Source: an optimization exercise on an open RTL-to-GDS flow (aim: small area, a short achievable clock period and few clock cycles). Production flows keep margins and buffers that such runs may drop.
Where RTL was checked, it was by simulation tests only, not by an equivalence proof against the original.
The RTL of run 1 was laid out without a check of its function.
Power is estimated from default activity; no workload was simulated.

==> flow/design.v (outline; a module is shown in full before it is edited, if it fits) <==
// module pfpp_engine: 1045 lines
module pfpp_engine (
    input  wire         clk,
    input  wire         rst,
    input  wire         cmd_valid,
    input  wire [63:0]  cmd_word,
    output wire         busy,
    output reg  [3:0]   err,
    output wire [31:0]  result,
    output reg  [127:0] dirty,
    input  wire         cfg_coalesce,
    input  wire [31:0]  cfg_opc,        
    input  wire [15:0]  cfg_nopb,       
    input  wire [2:0]   cfg_rowlen,
    input  wire [2:0]   cfg_endlen,
    input  wire [12:0]  cfg_src_len,    
    input  wire [8:0]   cfg_pal_len,    
    output wire [6:0]   fb_addr,
    output wire         fb_we,
    output wire [127:0] fb_wdata,
    input  wire [127:0] fb_rdata,
    output wire [11:0]  src_addr,
    input  wire [7:0]   src_rdata,
    output wire [7:0]   pal_addr,
    input  wire [23:0]  pal_rdata,
    output reg          bus_req,
    output reg  [1:0]   bus_kind,
    output reg  [7:0]   bus_byte,
    input  wire         bus_done,
    input  wire         bus_err
);
  // ...
==> flow/run.sh <==
#!/bin/bash
# synth_recipe.tcl (not shown) runs the flow's synth.tcl, then flattens the netlist and writes it again
# the make line also repeats each setting of config.mk as NAME=value (left out here)
make -C /OpenROAD-flow-scripts/flow DESIGN_CONFIG=/design/flow/config.mk WORK_HOME=/design/flow/orfs CLKGATE_MAP_FILE= SYNTH_SCRIPT=/design/flow/synth_recipe.tcl finish
==> flow/config.mk <==
export PLATFORM = sky130hd
export DESIGN_NAME = pfpp_engine
export DESIGN_NICKNAME = pfpp_engine
export VERILOG_FILES = /design/flow/design.v
export SDC_FILE = /design/flow/constraint.sdc
export NUM_CORES = 4
export LEC_CHECK = 0
export CAP_MARGIN = 20
export CORE_MARGIN = 2
export CORE_UTILIZATION = 40
export SETUP_SLACK_MARGIN = 5
export SLEW_MARGIN = 20
==> flow/constraint.sdc <==
create_clock -name core_clock -period 10.0 [get_ports {clk}]
set_input_delay 2.0000 -clock core_clock [delete_from_list [all_inputs] [get_ports {clk}]]
set_output_delay 2.0000 -clock core_clock [all_outputs]
set_load 0.01 [all_outputs]
==> reports/results.md, run 1 <==
| Item | This run | Unit |
|---|---|---|
| Final period demand of the worst path | 4.24 | ns |
| Worst Tran Pin Value | 1.17 | ns |
| Number of different library cells in the post-synthesis netlist | 94 | - |
| Cell count of the worst hold path | 1 | - |
| Final hold vios | 0 | - |
| Worst setup path class | in -> reg | - |
| Number of flops mapped to enable cells by yosys | 251 | - |
| Total power consumption of the routed design | 6.82 | mW |
| Most frequent cells after synthesis | 424 x sky130_fd_sc_hd__nor2_1, 284 x sky130_fd_sc_hd__o21ai_0, 259 x sky130_fd_sc_hd__dfxtp_1, 256 x sky130_fd_sc_hd__nand2_1, 251 x sky130_fd_sc_hd__edfxtp_1 | - |
| Post-route antenna net violation count | 0 | - |
| Count of max-cap constraint violations | 0 | - |
| Register-to-register setup slack | 5.91 | ns |
| Most frequent cells in the layout | 619 x sky130_fd_sc_hd__clkdlybuf4s50_1, 422 x sky130_fd_sc_hd__nor2_1, 282 x sky130_fd_sc_hd__o21ai_0 | - |
| Share of the final layout cell area in sequential cells | 29.1 | % |
| Finish-stage setup viols | 0 | - |
| Flip-flop cell with the highest count after synthesis | sky130_fd_sc_hd__dfxtp_1 | - |
| X dimension of the die | 299 | microns |
| Met3 track demand over resource in global routing | 5.32 | % |
| Count of routing violations after the opening detailed-route iteration | 3,008 | - |
| Largest incremental delay on the critical path | 0.70 | ns |
| Sequential cell area | 12,700 | sq um |
| Startpoint Class | primary input | - |
| Synthesized area divided by synthesized cell count | 9.24 | sq um |
| Dominant power group | sequential cells | - |
| Syn-to-layout area delta | 26.1 | % |
| Warning count from the yosys run | 1 | - |
| Most congested layer reported by global routing | met2 | - |
| Clock distribution area overhead in the final layout | 4.65 | % |
| Worst-case reg-to-reg path depth | 8 | - |
| Status | no timing/DRC/antenna violations | - |
| Grt total ovfl | 0 | - |
| Fraction of the yosys area taken by sequential cells | 36.7 | % |
| Detailed-route DRC error count | 0 | - |
| Via total after detailed routing | 31,743 | - |
| Detailed-placement wirelength estimate | 106 | mm |
==> run 2: changes to the inputs <==
--- a/flow/design.v
+++ b/flow/design.v
@@ -82,16 +82,18 @@
     reg [2:0]   ph;
     reg [1:0]   tt;
     reg [3:0]   tk;
     reg [2:0]   tcnt;
     reg         tfail, tmore;
     reg [6:0]   bs;
     reg [6:0]   pe_r;          
     reg         pany_r, more_r;
+    reg         dq_we, dq_val, dq_bulk, rlast;
+    reg [6:0]   dq_addr;
     assign busy     = busy_r;
     assign result   = {16'd0, res};
     assign fb_addr  = fa_r;
     assign fb_we    = we_r;
     assign fb_wdata = rb;
     assign src_addr = fe[14:3];
     assign pal_addr = pa_r;
     wire bpp8   = fl[0];
@@ -732,53 +734,42 @@
     wire [7:0] fbyte0  = fb_rdata[7:0];
     wire [7:0] gla_row = rev8({1'b0, rrow[6:0]} + 8'd1);
     wire       more    = cfg_coalesce && pany && (pe == rrow_i[6:0]) && (rrow[6:0] != 7'd127);
     always @(posedge clk) begin
         pe_r   <= pe;
         pany_r <= pany;
         more_r <= more;
     end
-    reg        dwe, dval, dbulk, dbv;
-    always @(*) begin
-        dwe = 1'b0; dval = 1'b1; dbulk = 1'b0; dbv = 1'b0;
-        case (1'b1)
-            state[I_RAST]: dwe = we_r;
-            state[I_BLIT]: dwe = we_r;
-            state[I_BUS]:  begin dwe = (tt == T_UPD) && (ph == P_DATA); dval = 1'b0; end
-            state[I_REST]: dwe = 1'b1;
-            state[I_CLRW]: begin dbulk = (fa_r == 7'd127); dbv = tfail; end
-            default: ;
-        endcase
-    end
-    wire [6:0] daddr = (state[I_RAST]) ? wrow : rrow[6:0];
     integer r;
     always @(posedge clk) begin
         if (rst)
             dirty <= 128'd0;
-        else if (dbulk)
-            dirty <= {128{dbv}};
+        else if (dq_bulk)
+            dirty <= {128{tfail}};
         else
             for (r = 0; r < 128; r = r + 1)
-                if (dwe && daddr == r) dirty[r] <= dval;
+                if (dq_we && dq_addr == r) dirty[r] <= dq_val;
     end
     always @(posedge clk) begin
         if (rst) begin
             state   <= S_IDLE;
             busy_r  <= 1'b0;
             err     <= E_OK;
             res     <= 16'd0;
             bus_req <= 1'b0;
             we_r    <= 1'b0;
             zap     <= 1'b0;
             rdv     <= 1'b0;
             v1 <= 1'b0; v2 <= 1'b0; v3 <= 1'b0; v4 <= 1'b0; v5 <= 1'b0; v6 <= 1'b0;
             pbad <= 1'b0;
+            dq_we <= 1'b0; dq_bulk <= 1'b0;
         end else begin
             zap <= 1'b0;
+            dq_we <= 1'b0; dq_bulk <= 1'b0;
             rdv <= isrd;
             v2 <= v1; v3 <= v2; v4 <= v3; v5 <= v4; v6 <= v5;
             pbad <= v2 && pal_bad;
             case (1'b1)
                 state[I_IDLE]: begin
                     op   <= cmd_word[3:0];
                     col  <= cmd_word[4];
                     fl   <= cmd_word[7:5];
@@ -891,16 +882,17 @@
                     end else if (lastw) begin
                         we_r <= 1'b0; isrd <= 1'b0;
                         err <= E_OK; state <= S_IDLE; busy_r <= 1'b0;
                     end else if ((we_r || !full_n) && !rdone) begin
                         rrow <= rrow_i; fa_r <= rrow_i[6:0];
                         isrd <= 1'b1; we_r <= 1'b0;
                     end else if (full_n) begin
                         fa_r <= wrow_n; we_r <= 1'b1; isrd <= 1'b0;
+                        dq_we <= 1'b1; dq_addr <= wrow_n; dq_val <= 1'b1;
                     end else begin
                         we_r <= 1'b0; isrd <= 1'b0;
                     end
                 end
                 state[I_BLIT]: begin
                     fst <= 1'b0;
                     if (rend != 8'd0) begin
                         v1   <= 1'b1;
@@ -923,29 +915,34 @@
                         we_r <= 1'b0;
                         err <= E_OK; state <= S_IDLE; busy_r <= 1'b0;
                     end else if (v3 && !v2 && (rbad || palerr || pbad)) begin
                         v1 <= 1'b0; v2 <= 1'b0; v3 <= 1'b0; v4 <= 1'b0; v5 <= 1'b0; v6 <= 1'b0;
                         err <= rbad ? E_SRCRANGE : E_PALRANGE;
                         state <= S_IDLE; busy_r <= 1'b0;
                     end else if (v6 && !v5) begin
                         we_r <= 1'b1;
+                        dq_we <= 1'b1; dq_addr <= rrow[6:0]; dq_val <= 1'b1;
                     end
                 end
                 state[I_CLRW]: begin
                     fa_r <= fa_r + 7'd1;
+                    dq_bulk <= (fa_r == 7'd126);
                     if (fa_r == 7'd127) begin
                         we_r <= 1'b0;
                         err <= code; state <= S_IDLE; busy_r <= 1'b0;
                     end
                 end
                 state[I_REST]: begin
-                    rrow <= rrow - 8'd1;
-                    if (rrow[6:0] == bs) begin
+                    if (rlast) begin
                         err <= E_BUS; state <= S_IDLE; busy_r <= 1'b0;
+                    end else begin
+                        dq_we <= 1'b1; dq_addr <= rrow[6:0]; dq_val <= 1'b1;
+                        rrow <= rrow - 8'd1;
+                        rlast <= (rrow[6:0] == bs);
                     end
                 end
                 state[I_BUS]: begin
                     if (bus_done) begin
                         if (ph == P_DEASSERT) begin
                             case (tt)
                                 T_CLR: begin
                                     bus_req <= 1'b0;
@@ -957,16 +954,17 @@
                                 T_NOP: begin
                                     bus_req <= 1'b0;
                                     err <= (tfail | bus_err) ? E_BUS : E_OK;
                                     state <= S_IDLE; busy_r <= 1'b0;
                                 end
                                 default: begin
                                     if (tfail | bus_err) begin
                                         bus_req <= 1'b0;
+                                        rlast <= 1'b0;
                                         state <= S_REST;
                                     end else begin
                                         tt <= pany_r ? T_UPD : T_NOP;
                                         rrow <= {1'b0, pe_r}; fa_r <= pe_r; bs <= pe_r;
                                         tfail <= 1'b0;
                                         ph <= P_ASSERT; bus_kind <= K_ASSERT;
                                     end
                                 end
@@ -989,16 +987,17 @@
                                         bus_byte <= (tt == T_CLR) ? cfg_opc[23:16] : cfg_nopb[15:8];
                                     end
                                 end
                                 P_SECOND: begin
                                     ph <= P_DEASSERT; bus_kind <= K_DEASSERT;
                                 end
                                 P_ADDR: begin
                                     ph <= P_DATA; tk <= 4'd0;
+                                    dq_we <= 1'b1; dq_addr <= rrow[6:0]; dq_val <= 1'b0;
                                     bus_byte <= ~rev8(fbyte0);
                                 end
                                 P_DATA: begin
                                     if (tk != 4'd15) begin
                                         tk <= tk + 4'd1;
                                         bus_byte <= ~rev8(fb_rdata[(tk + 4'd1)*8 +: 8]);
                                         if (tk == 4'd14) begin
                                             tmore <= more_r;
==> run 2 against run 1 <==
Against the previous run:
- design area rose by 0.60%
- clock skew rose by 0.035 ns
- still clean
- cell count rose by 0.53%
- sequential cell count rose by 11
- first-iteration DRC count rose by 12%
- die area rose by 0.64%
==> reports/results.md, run 2 <==
| Item | This run | Unit | vs previous |
|---|---|---|---|
| Status | no timing/DRC/antenna violations | - | unchanged |
| Mapped cell area | 34,900 | sq um | was 34,700 sq um |
| Count of routing violations after the opening detailed-route iteration | 3,376 | - | was 3,008 |
| Final hold vios | 0 | - | unchanged |
| Required arrival time at the worst endpoint | 10.31 | ns | was 10.28 ns |
| Via total after detailed routing | 31,905 | - | was 31,743 |
| Clock group share of total power | 33.8 | % | was 33.7% |
| Synth Instances | 3,791 | - | was 3,755 |
| Syn-to-layout area delta | 26.1 | % | about the same |
| Critical register-to-register path endpoint | rend[6] | - | was xr[2] |
| Filler Cells Inserted | 8,173 | - | was 8,046 |
| Crit end category | flop | - | unchanged |
| Number of buffers inserted by hold repair at cts | 0 | - | unchanged |
| WHS Endpoint | boff_d[0] | - | was v5 |
| Final design utilization | 50.8 | % | was 50.7% |
| Registers with the highest flip-flop counts | dirty x128, rb x128, fe x25 | - | unchanged |
| Number of global-route vias before repair | 30,656 | - | was 30,606 |
| Data arrival, critical path | 4.51 | ns | was 4.52 ns |
| Synthesized area divided by synthesized cell count | 9.21 | sq um | was 9.24 sq um |
| Instance area at placement | 41,900 | sq um | was 41,700 sq um |
| Int Pwr | 4.63 | mW | was 4.60 mW |
| Slowest cell on the critical path | sky130_fd_sc_hd__o31ai_4 | - | was sky130_fd_sc_hd__clkdlybuf4s50_1 |
| Total power consumption of the routed design | 6.82 | mW | about the same |
| Sequential cell area | 13,000 | sq um | was 12,700 sq um |
| Leakage | 17.6 | nW | was 16.6 nW |
| Critical path's top delay family | simple AND/OR/NAND/NOR gates | - | was compound AO/OA/AOI/OAI gates |
| Cell type with the highest aggregate area in the netlist | sky130_fd_sc_hd__edfxtp_1 | - | unchanged |
| Overall fraction of global-route tracks in use | 29.9 | % | was 30.2% |
| Class of the most critical hold timing path | reg -> reg | - | unchanged |
| Most frequent cells in the layout | 619 x sky130_fd_sc_hd__clkdlybuf4s50_1, 440 x sky130_fd_sc_hd__nor2_1, 313 x sky130_fd_sc_hd__a21oi_1 | - | was 619 x sky130_fd_sc_hd__clkdlybuf4s50_1, 422 x sky130_fd_sc_hd__nor2_1, 282 x sky130_fd_sc_hd__o21ai_0 |
| Detailed-route DRC error count | 0 | - | unchanged |
| Fraction of layout cells with a size suffix above 1 | 9.74 | % | was 9.97% |
| Buffer levels on the longest clock path | 3 | - | unchanged |
| Clock buffers created by TritonCTS | 60 | - | was 61 |
| Largest fanout on the critical path | 19 | - | was 14 |
| Post-route fraction of the period consumed by the critical path | 42.0 | % | was 42.4% |
| Worst-case reg-to-reg path depth | 9 | - | was 8 |
| Number of nets in the finished design | 4,795 | - | was 4,767 |
| Detailed-placement wirelength estimate | 105 | mm | was 106 mm |
| Fraction of power spent switching nets | 32.2 | % | was 32.6% |
| H-tree lvl count | 2 | - | unchanged |
| X dimension of the die | 300 | microns | was 299 microns |
| Proportion of power drawn by combinational gates | 28.3 | % | was 28.6% |
| HP Start | fe[0] | - | was v4 |
| Part of the total power dissipated in sequential elements | 37.9 | % | was 37.7% |
| Post-CTS resize count | 0 | - | unchanged |
| Count of max-cap constraint violations | 0 | - | unchanged |
| Row count | 108 | - | unchanged |
| Final Slew Violations | 0 | - | unchanged |
| Clock transition at the register clock pins on the worst setup and hold paths after CTS | 0.07 | ns | was 0.06 ns |
| Worst Setup Slack post-DPL | 5.25 | ns | was 5.17 ns |
| Finish-stage setup viols | 0 | - | unchanged |
| Total area of multi-input combinational cells | 20,000 | sq um | was 20,100 sq um |
| Effective utilization at floorplan | 40.3 | % | was 40.2% |
| Die Y | 300 | microns | was 299 microns |
| Ordered list of cells on the worst path | nor3_1 > nand3_1 > nor4_1 > o22ai_1 > nor4_1 > buf_4 > o21bai_1 > o31ai_4 > buf_4 | - | was clkdlybuf4s50_1 > nor2_1 > a21oi_1 > nor2_1 > nor2_1 > nor3_1 > a21oi_1 > a21oi_1 |
| Cell count of the worst hold path | 0 | - | was 1 |
| Non-filler cells in the finished layout | 5,481 | - | was 5,452 |
| Buffers plus inverters on the worst setup path | 2 | - | was 1 |
| Flip-flop cell with the highest count after synthesis | sky130_fd_sc_hd__dfxtp_1 | - | unchanged |
| Pwr per Cell Area | 155 | nW/um^2 | was 156 nW/um^2 |
| Number of ports placed on the die boundary | 638 | - | unchanged |
| Worst Tran Pin Value | 1.37 | ns | was 1.17 ns |
| Switching power | 2.20 | mW | was 2.22 mW |
| Number of antenna violations at the first check in global routing | 8 | - | was 7 |
| R2R Path Start | fe[2] | - | unchanged |
| Unrepaired setup endpoints after global routing | false | - | unchanged |
| Wire length after detailed routing | 139 | mm | about the same |
| Number of iterations in the first detailed-routing pass | 6 | - | was 5 |
| Number of flops mapped to enable cells by yosys | 260 | - | was 251 |
| Clock skew after layout | 0.0578 | ns | was 0.0229 ns |
| Peak supply drop | 145 | uV | was 147 uV |
| Most frequent cells after synthesis | 441 x sky130_fd_sc_hd__nor2_1, 314 x sky130_fd_sc_hd__a21oi_1, 261 x sky130_fd_sc_hd__dfxtp_1, 260 x sky130_fd_sc_hd__edfxtp_1, 256 x sky130_fd_sc_hd__nand2_1 | - | was 424 x sky130_fd_sc_hd__nor2_1, 284 x sky130_fd_sc_hd__o21ai_0, 259 x sky130_fd_sc_hd__dfxtp_1, 256 x sky130_fd_sc_hd__nand2_1, 251 x sky130_fd_sc_hd__edfxtp_1 |
| Vias per inst | 5.82 | - | about the same |
| Final period demand of the worst path | 4.20 | ns | was 4.24 ns |
| Worst setup path class | reg -> reg | - | was in -> reg |
| Peak Freq | 238 | MHz | was 236 MHz |
| Grt total ovfl | 0 | - | unchanged |
| Buffers added on ports | 620 | - | unchanged |
| Setup TNS after final layout | 0 | ns | unchanged |
| Fraction of synthesis flops using an asynchronous set or reset pin | 0 | % | unchanged |
| Routed len/inst | 25.3 | microns | was 25.5 microns |
| Routability congestion estimate | 0.952 | - | was 0.961 |
| Root buffer selected by CTS | sky130_fd_sc_hd__clkbuf_16 | - | unchanged |
| Area share of the largest cell type after synthesis | 22.4 | % | was 21.7% |
| Cell area after layout | 44,000 | sq um | was 43,800 sq um |
| Number of different library cells in the post-synthesis netlist | 92 | - | was 94 |
| Global-route wire length before repair | 203 | mm | was 204 mm |
| Post-CTS setup-driven buffer insertion count | 0 | - | unchanged |
| CTS sink count | 521 | - | was 510 |
| Least setup slack across all paths after layout | 5.80 | ns | was 5.76 ns |
| Warning count from the yosys run | 1 | - | unchanged |
| Cell with the most instances after synthesis | sky130_fd_sc_hd__nor2_1 | - | unchanged |
| WHS | 0.423 | ns | was 0.429 ns |
| Largest cells by area after synthesis | sky130_fd_sc_hd__edfxtp_1 22%, sky130_fd_sc_hd__dfxtp_1 15%, sky130_fd_sc_hd__fa_1 6.8% | - | was sky130_fd_sc_hd__edfxtp_1 22%, sky130_fd_sc_hd__dfxtp_1 15%, sky130_fd_sc_hd__fa_1 6.9% |
| Worst path depth | 9 | - | was 8 |
| Fraction of the yosys area taken by sequential cells | 37.3 | % | was 36.7% |
| Core outline area | 86,600 | sq um | was 86,300 sq um |
| CTS tree | done | - | unchanged |
| Area of the die | 89,700 | sq um | was 89,100 sq um |
| Startpoint Class | flop | - | was primary input |
| Largest incremental delay on the critical path | 0.76 | ns | was 0.70 ns |
| Dpl cells | 5,361 | - | was 5,334 |
| Largest net degree at the start of global routing | 113 | - | was 126 |
| Headroom to the max-slew limit | 8.13 | % | was 21.3% |
| Post-synthesis sequential element count | 521 | - | was 510 |
| Post-route antenna net violation count | 0 | - | unchanged |
| Register-to-register setup slack | 5.80 | ns | was 5.91 ns |
| Most common library cell in the layout ignoring fill and taps | sky130_fd_sc_hd__clkdlybuf4s50_1 | - | unchanged |
| Clk Latency, worst-skew pair | 0.66 | ns | was 0.65 ns |
## run 2: cell types whose count changed in the layout (fill, tap and decap cells not counted), sizes merged, moves of 9 or more
cell / previous run / this run
nor2b: 41 / 31
and2: 16 / 40
mux2i: 158 / 144
nor3: 58 / 78
a21oi: 191 / 314
edfxtp: 251 / 260
mux2: 159 / 145
nand3: 65 / 74
a211oi: 40 / 71
xnor2: 59 / 49
o21a: 16 / 27
nor2: 424 / 442
o21ai: 288 / 157
a221oi: 45 / 35
## run 2: area by class of cell
type / instances / share of cell area [%]
Antenna cell: 5 / 0.0284
Clock buffer: 78 / 3.90
Clock inverter: 36 / 0.762
Inverter: 238 / 2.03
Multi-Input combinational cell: 2783 / 45.5
Sequential cell: 521 / 29.6
Tap cell: 1155 / 3.28
Timing Repair Buffer: 665 / 14.9
## run 2: routing by layer
metal | vias to the layer above | wire [microns] | global-route usage, %
met5 | - | 49 | 0
met4 | 8 | 3930 | 8.37
met3 | 214 | 12300 | 6.68
met2 | 1506 | 65300 | 49.0
met1 | 15647 | 57000 | 39.8
li1 | 14530 | - | -
## run 2: power groups by stage
stage                     clock network (mW)  logic, mW  registers, mW
after CTS                               2.35       1.95           2.58
final                                   2.31       1.93           2.59
after global routing                    2.43       2.20           2.60
after global placement                     0       1.90           2.63
after detailed placement                   0       1.92           2.63
after floorplan                            0       1.24           2.57
## run 2: cell families (layout without fill, tap and decap cells)
logic type / count (synthesis) / count (layout) / share of synthesized area (%)
compound gates: 894 / 894 / 16.2
xor+xnor: 95 / 95 / 2.38
fa+ha+maj: 221 / 221 / 10.5
buf+inv: 503 / 1017 / 5.75
flops: 521 / 521 / 37.3
mux: 321 / 321 / 10.9
other cells: 1 / 22 / 0.0107
simple gates: 1235 / 1235 / 17.0
## run 2: how the worst max path moves through the flow
stage	start	to	slack [ns]
final	fe[2]	rend[6]	5.80
after global placement	bus_err	bus_byte[6]	5.27
after floorplan	rst	fe[0]	5.65
after detailed placement	rst	bus_byte[4]	5.25
after CTS	fe[2]	fe[2]	5.73
after global routing	fe[2]	rend[5]	5.47
## run 2: worst reg2reg max path, delay by kind of cell, from the launching register on
kind,cells,cell delay (ns)
and+or+nand+nor,4,1.61
DFF,1,0.49
AOI/OAI and AO/OA,3,1.14
buffers and inverters,2,0.65
Testbench counts of run 2, summed over its fixed seeds: cycles 443,746.
==> run 3: changes to the inputs <==
==> flow/flow/run.sh (new file) <==
#!/bin/bash
set -euo pipefail
MARGIN=$(cat flow/margin.txt)
bash standard.sh SETUP_SLACK_MARGIN=$MARGIN finish > layout_make.log 2>&1
==> flow/flow/margin.txt (new file) <==
6.0
==> flow/standard.sh (new file) <==
#!/bin/bash
# synth_recipe.tcl (not shown) runs the flow's synth.tcl, then flattens the netlist and writes it again
# the make line also repeats each setting of config.mk as NAME=value (left out here)
make -C /OpenROAD-flow-scripts/flow DESIGN_CONFIG=/design/flow/config.mk WORK_HOME=/design/flow/orfs CLKGATE_MAP_FILE= SYNTH_SCRIPT=/design/flow/synth_recipe.tcl "${@:-finish}"
removed: flow/run.sh
==> run 3 against run 2 <==
Against the previous run:
- routed wire length fell by 0.26%
- critical path depth fell by 8
- utilization rose by 0.16 points
- count of clock-buffer cells in the layout rose by 8
- global-route usage fell by 0.21 points
- design area rose by 0.32%
- via count rose by 0.63%
- maximum frequency rose by 8.7%
- still clean
- hold slack got worse by 0.013 ns
- setup slack improved by 0.34 ns
- combinational power barely moved
==> reports/results.md, run 3 <==
| Item | This run | Unit | vs previous |
|---|---|---|---|
| CTS tree | done | - | unchanged |
| Most common library cell in the layout ignoring fill and taps | sky130_fd_sc_hd__clkdlybuf4s50_1 | - | unchanged |
| Dpl cells | 5,354 | - | was 5,361 |
| Vias per inst | 5.86 | - | was 5.82 |
| Ordered list of cells on the worst path | clkdlybuf4s50_1 | - | was nor3_1 > nand3_1 > nor4_1 > o22ai_1 > nor4_1 > buf_4 > o21bai_1 > o31ai_4 > buf_4 |
| Row count | 108 | - | unchanged |
| Wire length after detailed routing | 138 | mm | was 139 mm |
| Leakage | 17.7 | nW | was 17.6 nW |
| Grt total ovfl | 0 | - | unchanged |
| Flip-flop cell with the highest count after synthesis | sky130_fd_sc_hd__dfxtp_1 | - | unchanged |
| Count of max-cap constraint violations | 0 | - | unchanged |
| X dimension of the die | 300 | microns | unchanged |
| Number of different library cells in the post-synthesis netlist | 92 | - | unchanged |
| Number of antenna violations at the first check in global routing | 12 | - | was 8 |
| Buffers added on ports | 620 | - | unchanged |
| Post-route antenna net violation count | 0 | - | unchanged |
| Syn-to-layout area delta | 26.5 | % | was 26.1% |
| Number of global-route vias before repair | 30,652 | - | was 30,656 |
| Warning count from the yosys run | 1 | - | unchanged |
| Unrepaired setup endpoints after global routing | false | - | unchanged |
| H-tree lvl count | 2 | - | unchanged |
| Least setup slack across all paths after layout | 6.13 | ns | was 5.80 ns |
| Fraction of the yosys area taken by sequential cells | 37.3 | % | unchanged |
| Peak supply drop | 122 | uV | was 145 uV |
| Number of flops mapped to enable cells by yosys | 260 | - | unchanged |
| Worst Tran Pin Value | 1.15 | ns | was 1.37 ns |
| Setup TNS after final layout | 0 | ns | unchanged |
| Class of the most critical hold timing path | reg -> reg | - | unchanged |
| Clk Latency, worst-skew pair | 0.65 | ns | was 0.66 ns |
| Largest fanout on the critical path | 5 | - | was 19 |
| Synthesized area divided by synthesized cell count | 9.21 | sq um | unchanged |
| Number of nets in the finished design | 4,791 | - | was 4,795 |
| Die Y | 300 | microns | unchanged |
| Buffers plus inverters on the worst setup path | 1 | - | was 2 |
| Startpoint Class | flop | - | unchanged |
| Headroom to the max-slew limit | 23.1 | % | was 8.13% |
| Largest incremental delay on the critical path | 0.73 | ns | was 0.76 ns |
| Pwr per Cell Area | 157 | nW/um^2 | was 155 nW/um^2 |
| WHS | 0.410 | ns | was 0.423 ns |
| Most frequent cells in the layout | 619 x sky130_fd_sc_hd__clkdlybuf4s50_1, 440 x sky130_fd_sc_hd__nor2_1, 312 x sky130_fd_sc_hd__a21oi_1 | - | was 619 x sky130_fd_sc_hd__clkdlybuf4s50_1, 440 x sky130_fd_sc_hd__nor2_1, 313 x sky130_fd_sc_hd__a21oi_1 |
| Peak Freq | 259 | MHz | was 238 MHz |
| Cell type with the highest aggregate area in the netlist | sky130_fd_sc_hd__edfxtp_1 | - | unchanged |
| Crit end category | output pin | - | was flop |
| Most frequent cells after synthesis | 441 x sky130_fd_sc_hd__nor2_1, 314 x sky130_fd_sc_hd__a21oi_1, 261 x sky130_fd_sc_hd__dfxtp_1, 260 x sky130_fd_sc_hd__edfxtp_1, 256 x sky130_fd_sc_hd__nand2_1 | - | unchanged |
| Overall fraction of global-route tracks in use | 29.7 | % | was 29.9% |
| Critical path's top delay family | buffers and inverters | - | was simple AND/OR/NAND/NOR gates |
| Non-filler cells in the finished layout | 5,477 | - | was 5,481 |
| Global-route wire length before repair | 201 | mm | was 203 mm |
| CTS sink count | 521 | - | unchanged |
| Worst setup path class | reg -> out | - | was reg -> reg |
| Final hold vios | 0 | - | unchanged |
| Final design utilization | 51.0 | % | was 50.8% |
| Largest cells by area after synthesis | sky130_fd_sc_hd__edfxtp_1 22%, sky130_fd_sc_hd__dfxtp_1 15%, sky130_fd_sc_hd__fa_1 6.8% | - | unchanged |
| Clock skew after layout | 0.0301 | ns | was 0.0578 ns |
| Core outline area | 86,600 | sq um | unchanged |
| Synth Instances | 3,791 | - | unchanged |
| Slowest cell on the critical path | sky130_fd_sc_hd__clkdlybuf4s50_1 | - | was sky130_fd_sc_hd__o31ai_4 |
| Effective utilization at floorplan | 40.3 | % | unchanged |
| Clock transition at the register clock pins on the worst setup and hold paths after CTS | 0.07 | ns | about the same |
| Detailed-route DRC error count | 0 | - | unchanged |
| Final Slew Violations | 0 | - | unchanged |
| Count of routing violations after the opening detailed-route iteration | 3,552 | - | was 3,376 |
| Via total after detailed routing | 32,107 | - | was 31,905 |
| Finish-stage setup viols | 0 | - | unchanged |
| Largest net degree at the start of global routing | 106 | - | was 113 |
| Area of the die | 89,700 | sq um | unchanged |
| Worst Setup Slack post-DPL | 5.29 | ns | was 5.25 ns |
| Area share of the largest cell type after synthesis | 22.4 | % | unchanged |
| Required arrival time at the worst endpoint | 8.00 | ns | was 10.31 ns |
| Cell with the most instances after synthesis | sky130_fd_sc_hd__nor2_1 | - | unchanged |
| Number of ports placed on the die boundary | 638 | - | unchanged |
| Clock buffers created by TritonCTS | 61 | - | was 60 |
| Number of buffers inserted by hold repair at cts | 0 | - | unchanged |
| Registers with the highest flip-flop counts | dirty x128, rb x128, fe x25 | - | unchanged |
| Routed len/inst | 25.2 | microns | was 25.3 microns |
| Root buffer selected by CTS | sky130_fd_sc_hd__clkbuf_16 | - | unchanged |
| Final period demand of the worst path | 3.87 | ns | was 4.20 ns |
| Data arrival, critical path | 1.87 | ns | was 4.51 ns |
| Post-synthesis sequential element count | 521 | - | unchanged |
| Fraction of synthesis flops using an asynchronous set or reset pin | 0 | % | unchanged |
| Status | no timing/DRC/antenna violations | - | unchanged |
| Post-route fraction of the period consumed by the critical path | 38.7 | % | was 42.0% |
| Buffer levels on the longest clock path | 3 | - | unchanged |
| Mapped cell area | 34,900 | sq um | unchanged |
| Fraction of layout cells with a size suffix above 1 | 9.85 | % | was 9.74% |
| Detailed-placement wirelength estimate | 105 | mm | about the same |
| Number of iterations in the first detailed-routing pass | 8 | - | was 6 |
| Routability congestion estimate | 0.943 | - | was 0.952 |
-- run 3: cell families (layout without fill, tap and decap cells) --
kind of cell | Yosys count | count (layout) | synth area share [%]
XOR/XNOR | 95 | 95 | 2.38
AND/OR/NAND/NOR | 1235 | 1235 | 17.0
other | 1 | 24 | 0.0107
AO/OA/AOI/OAI | 894 | 894 | 16.2
adder cells (fa/ha/maj) | 221 | 221 | 10.5
flip-flops | 521 | 521 | 37.3
multiplexers | 321 | 321 | 10.9
buffers and inverters | 503 | 1011 | 5.75
-- run 3: report_power, final --
group | switching (mW) | internal (mW) | total (mW)
clock | 0.976 | 1.44 | 2.41
combinational | 1.06 | 0.852 | 1.92
sequential | 0.150 | 2.43 | 2.58
total | 2.19 | 4.72 | 6.91
-- run 3: what timing repair did --
item,CTS,global route
setup buffers,0,3
pin swaps,0,1
endpoints found under the setup margin,5,127
resized for setup,3,7
endpoints found under the hold margin,0,0
-- run 3: worst paths after layout --
path         startpoint    endpoint  slack, ns  cells past startpoint
min reg2reg       fe[0]   boff_d[0]       0.41                      0
min               fe[0]   boff_d[0]       0.41                      0
max reg2reg       xr[5]      rb[58]       6.23                      8
max             fa_r[4]  fb_addr[4]       6.13                      1
-- run 3: layout make-up --
cell class,instances,area [sq um]
clock buffer,86,1840
timing repair buffer,660,6520
inverter,238,893
fill,8077,42400
antenna,7,17.5
sequential,521,13000
multi-input combinational,2783,20100
clock inverter,27,313
tap,1155,1450
-- run 3: per-stage QoR --
stage | cell area [sq um] | power (mW)
final | 44200 | 6.91
after global routing | 44200 | 7.32
after CTS | 44000 | 6.96
after detailed placement | 41900 | 4.54
after global placement | 41800 | 4.51
after floorplan | 35000 | 3.81
-- run 3: per-layer routing --
metal	share of wire, %	wire (microns)	GRT usage, %	up-vias
met4	3.6	4950	10.1	8
met3	9.1	12600	6.28	274
met1	40	56000	39.2	15580
met2	47	64700	48.4	1684
met5	0.040	55	0	-
li1	-	-	-	14561

## what the ideal ports hide
Ports are ideal in the flow. The routed layouts listed here were re-timed in OpenROAD. Step 1 sets driving cells, clkbuf_16 on the clock port and buf_2 on the other inputs (assumed; they add their load-dependent delay and slew). Step 2 also shifts input and output timing later by t, the mid clock arrival at the registers, as if the neighbouring blocks saw the same clock. Three values: ideal, step 1, step 2; two values: the first two.
| run | t (ns) | setup WS [ns] | worst setup path after step 2 | worst data-port slew with drivers (ns) | pins driven straight from the clock port |
|---|---|---|---|---|---|
| run 1 | 0.709 | 5.763 / 5.808 / 5.099 | input to register | 0.11 | 1 |
| run 2 | 0.700 | 5.798 / 5.798 / 5.176 | input to register | 0.11 | 1 |
| run 3 | 0.703 | 6.133 / 6.063 / 5.439 | input to register | 0.11 | 1 |
After both steps every run listed still meets setup and hold. For run 3, which loses most, drivers alone change the setup slack by -0.070 ns; drivers and shift together by -0.694 ns.
